From an optimization exercise on the open Yosys and OpenROAD flow, aimed at small area and few clock cycles; shortcuts taken in it are not production practice.
The RTL was checked by simulation tests, not by an equivalence proof against the original design.
No activity file was given, so power comes from the tool's default toggle rates.

`config.mk`:
```
export PLATFORM = sky130hd
export DESIGN_NAME = dr1363_encoder
export DESIGN_NICKNAME = dr1363_encoder
export VERILOG_FILES = /design/flow/design.v
export SDC_FILE = /design/flow/constraint.sdc
export NUM_CORES = 4
export LEC_CHECK = 0
export CAP_MARGIN = 20
export CORE_MARGIN = 2
export CORE_UTILIZATION = 40
export PLACE_DENSITY = 0.6
export SLEW_MARGIN = 20
```
`constraint.sdc`:
```
create_clock -name core_clock -period 8.0 [get_ports {clk}]
set_input_delay 1.6000 -clock core_clock [delete_from_list [all_inputs] [get_ports {clk}]]
set_output_delay 1.6000 -clock core_clock [all_outputs]
set_load 0.01 [all_outputs]
```
`design.v`:
```
module dr1363_encoder (
    input  wire        clk,
    input  wire        rst,         
    input  wire        cmd_valid,
    output wire        cmd_ready,
    input  wire [7:0]  cmd_addr,
    input  wire [7:0]  cmd_cid1,
    input  wire [7:0]  cmd_cid2,
    input  wire [11:0] cmd_len,
    input  wire        info_valid,
    output wire        info_ready,
    input  wire [7:0]  info_data,
    output reg         out_valid,
    input  wire        out_ready,
    output reg  [7:0]  out_data,
    output reg         out_last,
    output reg         res_valid,
    output reg  [7:0]  res_code,
    output reg  [7:0]  res_info
);
    localparam [2:0] S_IDLE  = 3'd0;
    localparam [2:0] S_HDR   = 3'd1;
    localparam [2:0] S_INFO  = 3'd2;
    localparam [2:0] S_CHK   = 3'd3;
    localparam [2:0] S_EOI   = 3'd4;
    localparam [2:0] S_DRAIN = 3'd5;
    localparam [2:0] S_DONE  = 3'd6;
    function [7:0] hexdig;
        input [3:0] v;
        begin
            if (v < 4'd10)
                hexdig = 8'h30 + {4'd0, v};
            else
                hexdig = 8'h37 + {4'd0, v};
        end
    endfunction
    reg [2:0]  state;
    reg [7:0]  addr, cid1, cid2;
    reg [11:0] len;
    reg [11:0] idx;           
    reg [15:0] sum;           
    wire [3:0]  len_s   = len[3:0] + len[7:4] + len[11:8];
    wire [15:0] len_fld = {4'd0 - len_s, len};
    wire [15:0] chk_fld = 16'd0 - sum;
    wire out_free = !out_valid || out_ready;
    assign cmd_ready  = (state == S_IDLE);
    assign info_ready = ((state == S_INFO) && out_free) || (state == S_DRAIN);
    reg [7:0] hdr_ch;
    always @(*) begin
        case (idx[3:0])
            4'd0:  hdr_ch = 8'h7E;
            4'd1:  hdr_ch = 8'h32;
            4'd2:  hdr_ch = 8'h32;
            4'd3:  hdr_ch = hexdig(addr[7:4]);
            4'd4:  hdr_ch = hexdig(addr[3:0]);
            4'd5:  hdr_ch = hexdig(cid1[7:4]);
            4'd6:  hdr_ch = hexdig(cid1[3:0]);
            4'd7:  hdr_ch = hexdig(cid2[7:4]);
            4'd8:  hdr_ch = hexdig(cid2[3:0]);
            4'd9:  hdr_ch = hexdig(len_fld[15:12]);
            4'd10: hdr_ch = hexdig(len_fld[11:8]);
            4'd11: hdr_ch = hexdig(len_fld[7:4]);
            default: hdr_ch = hexdig(len_fld[3:0]);
        endcase
    end
    reg [7:0] chk_ch;
    always @(*) begin
        case (idx[1:0])
            2'd0:    chk_ch = hexdig(chk_fld[15:12]);
            2'd1:    chk_ch = hexdig(chk_fld[11:8]);
            2'd2:    chk_ch = hexdig(chk_fld[7:4]);
            default: chk_ch = hexdig(chk_fld[3:0]);
        endcase
    end
    always @(posedge clk) begin
        if (rst) begin
            state     <= S_IDLE;
            out_valid <= 1'b0;
            out_last  <= 1'b0;
            res_valid <= 1'b0;
            idx       <= 12'd0;
            sum       <= 16'd0;
        end else begin
            res_valid <= 1'b0;
            if (out_valid && out_ready)
                out_valid <= 1'b0;
            case (state)
                S_IDLE: begin
                    if (cmd_valid) begin
                        addr <= cmd_addr;
                        cid1 <= cmd_cid1;
                        cid2 <= cmd_cid2;
                        len  <= cmd_len;
                        idx  <= 12'd0;
                        sum  <= 16'd0;
                        if (cmd_len[0])
                            state <= S_DRAIN;
                        else
                            state <= S_HDR;
                    end
                end
                S_HDR: begin
                    if (out_free) begin
                        out_valid <= 1'b1;
                        out_data  <= hdr_ch;
                        out_last  <= 1'b0;
                        if (idx != 12'd0)
                            sum <= sum + {8'd0, hdr_ch};
                        if (idx == 12'd12) begin
                            idx   <= 12'd0;
                            state <= (len == 12'd0) ? S_CHK : S_INFO;
                        end else begin
                            idx <= idx + 12'd1;
                        end
                    end
                end
                S_INFO: begin
                    if (out_free && info_valid) begin
                        out_valid <= 1'b1;
                        out_data  <= info_data;
                        out_last  <= 1'b0;
                        sum       <= sum + {8'd0, info_data};
                        if (idx == len - 12'd1) begin
                            idx   <= 12'd0;
                            state <= S_CHK;
                        end else begin
                            idx <= idx + 12'd1;
                        end
                    end
                end
                S_CHK: begin
                    if (out_free) begin
                        out_valid <= 1'b1;
                        out_data  <= chk_ch;
                        out_last  <= 1'b0;
                        if (idx == 12'd3) begin
                            idx   <= 12'd0;
                            state <= S_EOI;
                        end else begin
                            idx <= idx + 12'd1;
                        end
                    end
                end
                S_EOI: begin
                    if (out_free) begin
                        out_valid <= 1'b1;
                        out_data  <= 8'h0D;
                        out_last  <= 1'b1;
                        state     <= S_DONE;
                    end
                end
                S_DRAIN: begin
                    if (info_valid) begin
                        if (idx == len - 12'd1) begin
                            idx   <= 12'd0;
                            state <= S_DONE;
                        end else begin
                            idx <= idx + 12'd1;
                        end
                    end
                end
                default: begin  
                    if (!out_valid || out_ready) begin
                        res_valid <= 1'b1;
                        res_code  <= len[0] ? 8'h83 : 8'h00;
                        res_info  <= len[0] ? 8'd1  : 8'd0;
                        state     <= S_IDLE;
                    end
                end
            endcase
        end
    end
endmodule
```
`run.sh`:
```
#!/bin/bash
# synth_recipe.tcl (not shown) runs the flow's synth.tcl, then flattens the netlist and writes it again
# the make line also repeats each setting of config.mk as NAME=value (left out here)
make -C /OpenROAD-flow-scripts/flow DESIGN_CONFIG=/design/flow/config.mk WORK_HOME=/design/flow/orfs CLKGATE_MAP_FILE= SYNTH_SCRIPT=/design/flow/synth_recipe.tcl finish
```
==> results_dict.tcl <==
set metrics [dict create \
    hp-class "reg2reg" \
    grt_pass1_vias 5739 \
    ys_seq_elements 79 \
    drv_cap 0 \
    worstMarginPinSlew_ps 1060 \
    cp_max_fo 11 \
    final_layout_size_suffix_gt1_frac 0.0578 \
    crit_buf_inv 2 \
    cts_resized 0 \
    required_ps 8220 \
    path_clk_slew_ps 60 \
    fin_ws_ps 2430 \
    syn_to_final_growth_pct 14.0 \
    dpl_cell_area_um2 7650 \
    worstSetupPathType "reg2reg" \
    cts_tree "built" \
    final_cell_area_um2 7920 \
    synth_flop_cell "edfxtp_1" \
    numClockSinks 79 \
    timing.setup.tns_ps 0 \
    portBuffers 65 \
    core_area_um2 17100 \
    rsz0062_at_grt "false" \
    slowest_delay_ps 530 \
    grt_max_degree 37 \
    path_delay_family "compound AO/OA/AOI/OAI gates" \
    fin_nets 968 \
    clock_path_buffers 2 \
    report.final.hold_viol_count 0 \
    grt_pass1_wl_um 31600 \
    yosys-top-cells-area "edfxtp_1, dfxtp_1, ha_1, a21oi_1, xnor2_1" \
    rr_worst_depth 18 \
    first_pass_iters 6 \
    hold-path-cell-count 2 \
    crit_arrival_ps 5790 \
    timing.fmax_mhz 180 \
    avgSynthCellArea_um2 8.16 \
    die_y_um 136 \
    antenna_found_initial 0 \
    post-route-util 0.463 \
    crit_path_frequent_cell "a21o_1" \
    r2r_start "len[2]" \
    seq_area_um2 2030 \
    dp_hpwl_um 15000 \
    clockRootBuffer "clkbuf_16" \
    synth_edf_count 45 \
    fin_skew_ps 7.87 \
    synth_top_cell_by_area "edfxtp_1" \
    die_w_um 136 \
    pre_cts_ws_ps 2410 \
    ios 78 \
    cellPowerDensity_nw_per_um2 345 \
    postRouteWirelength_um 19600 \
    routed_via_density 5.73 \
    crit_path_end_kind "register" \
    worstReg2RegEnd "sum[15]" \
    power_leakage_nw 2.97 \
    clk_latency_ps 350 \
    min_from "idx[8]" \
    ant_nets 0 \
    slew_viol_final 0 \
    period_share 0.696 \
    fillers 1747 \
    holdPathEnd "idx[8]" \
    cts_setup_buffers 0 \
    status "complete, no violations" \
    slew_headroom 0.293 \
    syn_inst 851 \
    grt_usage 0.221 \
    cts.htree.levels 3 \
    ir_drop_uv 303 \
    detail_route.wl_per_cell_um 17.7 \
    yosysWarningCount 1 \
    multi_input_area_um2 4460 \
    synth_cell_type_count 84 \
    initial_core_util 0.406 \
    drt_iter0_drc 538 \
    fin_crit_ps 5570 \
    ys_seq_area_frac 0.293 \
    n_antenna_cell 0 \
    synth_commonest_cells "nand2_1, a21oi_1, nor2_1" \
    die_area_um2 18400 \
    routabilityCongestion 0.896 \
    path_cells "inv_1 -> fa_1 -> ha_1 -> inv_1 -> fa_1 -> xnor2_1 -> xnor3_1 -> a221oi_1 -> o41ai_1 -> o21ai_0 -> ha_1 -> a21o_1 -> a21o_1 -> a21o_1 -> a2111o_1 -> a31oi_1 -> or4_1 -> a21oi_1" \
    whs_ps 535 \
    ctsHoldBuffers 0 \
    crit_path_start_kind "register" \
    post-route-drc-count 0 \
    async_flop_share 0 \
    reg2reg_slack_ps 2430 \
    via_count 6346 \
    slowest_stage "edfxtp_1" \
    row_count 48 \
    numCtsBuffers 9 \
    netlist.area_leader.share 0.195 \
    syn_area_um2 6950 \
    gr-total-overflow 0 \
    synthMostInstantiatedCell "nand2_1" \
    setup_viol 0 \
]
how the worst max path moves through the flow:
stage                     startpoint       to  slack (ps)  cells past startpoint
after floorplan               len[2]  sum[15]        2830                     20
after global placement        len[5]  sum[15]        2490                     19
after detailed placement      len[5]  sum[15]        2410                     19
after CTS                     len[5]  sum[15]        2400                     19
after global routing          len[2]  sum[15]        1860                     18
final                         len[2]  sum[15]        2430                     18
layout by cell type (no fill, tap or decap), types with 29 or more instances in the layout:
master,count
a21oi_1,62
clkdlybuf4s50_1,65
dfxtp_1,34
edfxtp_1,45
ha_1,36
inv_1,53
nand2_1,71
nand3_1,29
nor2_1,61
o21ai_0,48
xnor2_1,33
per-stage QoR:
stage	power (mW)	cells
2_1_floorplan	1.95	862
3_3_place_gp	2.34	1093
3_5_place_dp	2.34	1093
4_1_cts	2.72	1108
5_1_grt	2.97	1108
6_report	2.73	1108
per-layer routing:
layer	share of wire	track usage
met1	0.49	0.325
met2	0.45	0.336
met3	0.050	0.0348
met4	0.017	0.0590
met5	0	0
state kept, by name, summed over array words and instances, names as in the netlist:
signal     flops
sum           16
idx           12
len           12
addr           8
cid1           8
cid2           8
out_data       8
state          3
out_last       1
out_valid      1
res_code       1
res_valid      1
tightest hold or removal path, cell delays in order (launching register included):
cell and delay (ps):
dfxtp_1 350, nand2_1 70, o21ai_0 60
where the power goes:
group / internal, mW / switching, mW / total (mW)
clock: 0.207 / 0.168 / 0.375
combinational: 0.723 / 1.02 / 1.74
sequential: 0.514 / 0.0995 / 0.614
cells by family after synthesis:
| logic type | share of synthesized area |
|---|---|
| muxes | 0.0137 |
| buffers and inverters | 0.0737 |
| adders and majority gates | 0.0764 |
| xor gates and xnor gates | 0.0701 |
| DFF | 0.293 |
| and+or+nand+nor | 0.238 |
| other | 0.000540 |
| AOI/OAI and AO/OA | 0.235 |
area by class of cell:
type	count	area share
inverters	53	0.0251
flip-flops and latches	79	0.257
multi-input cells	666	0.563
clock buffers	11	0.0294
well taps	225	0.0356
clock inverters	4	0.00300
repair buffers	70	0.0869
Testbench counts, summed over its fixed seeds: cycles 181,570.

what the ideal ports hide:
No port has a modelled driver above. Below, the same layout with a new extraction and two added sets of constraints.
Step 1 sets driving cells, clkbuf_16 on the clock port and buf_2 on the other inputs (assumed; they add their load-dependent delay and slew).
Step 2 times the ports against the registers' clock, not the clock port: input delays grow and output delays shrink by t, the midpoint of the rising clock arrivals with the driver on.
Slacks: ideal ports / drivers / drivers and shift; pairs: ideal ports / drivers.
t, ns: 0.387
setup WS [ns]: 2.431 / 2.431 / 2.431
slew at the worst register clock pin (ns): 0.06 / 0.06
After both steps setup and hold are still met in this run. The setup slack of this run moves by 0.000 ns with the drivers and by 0.000 ns with both steps.
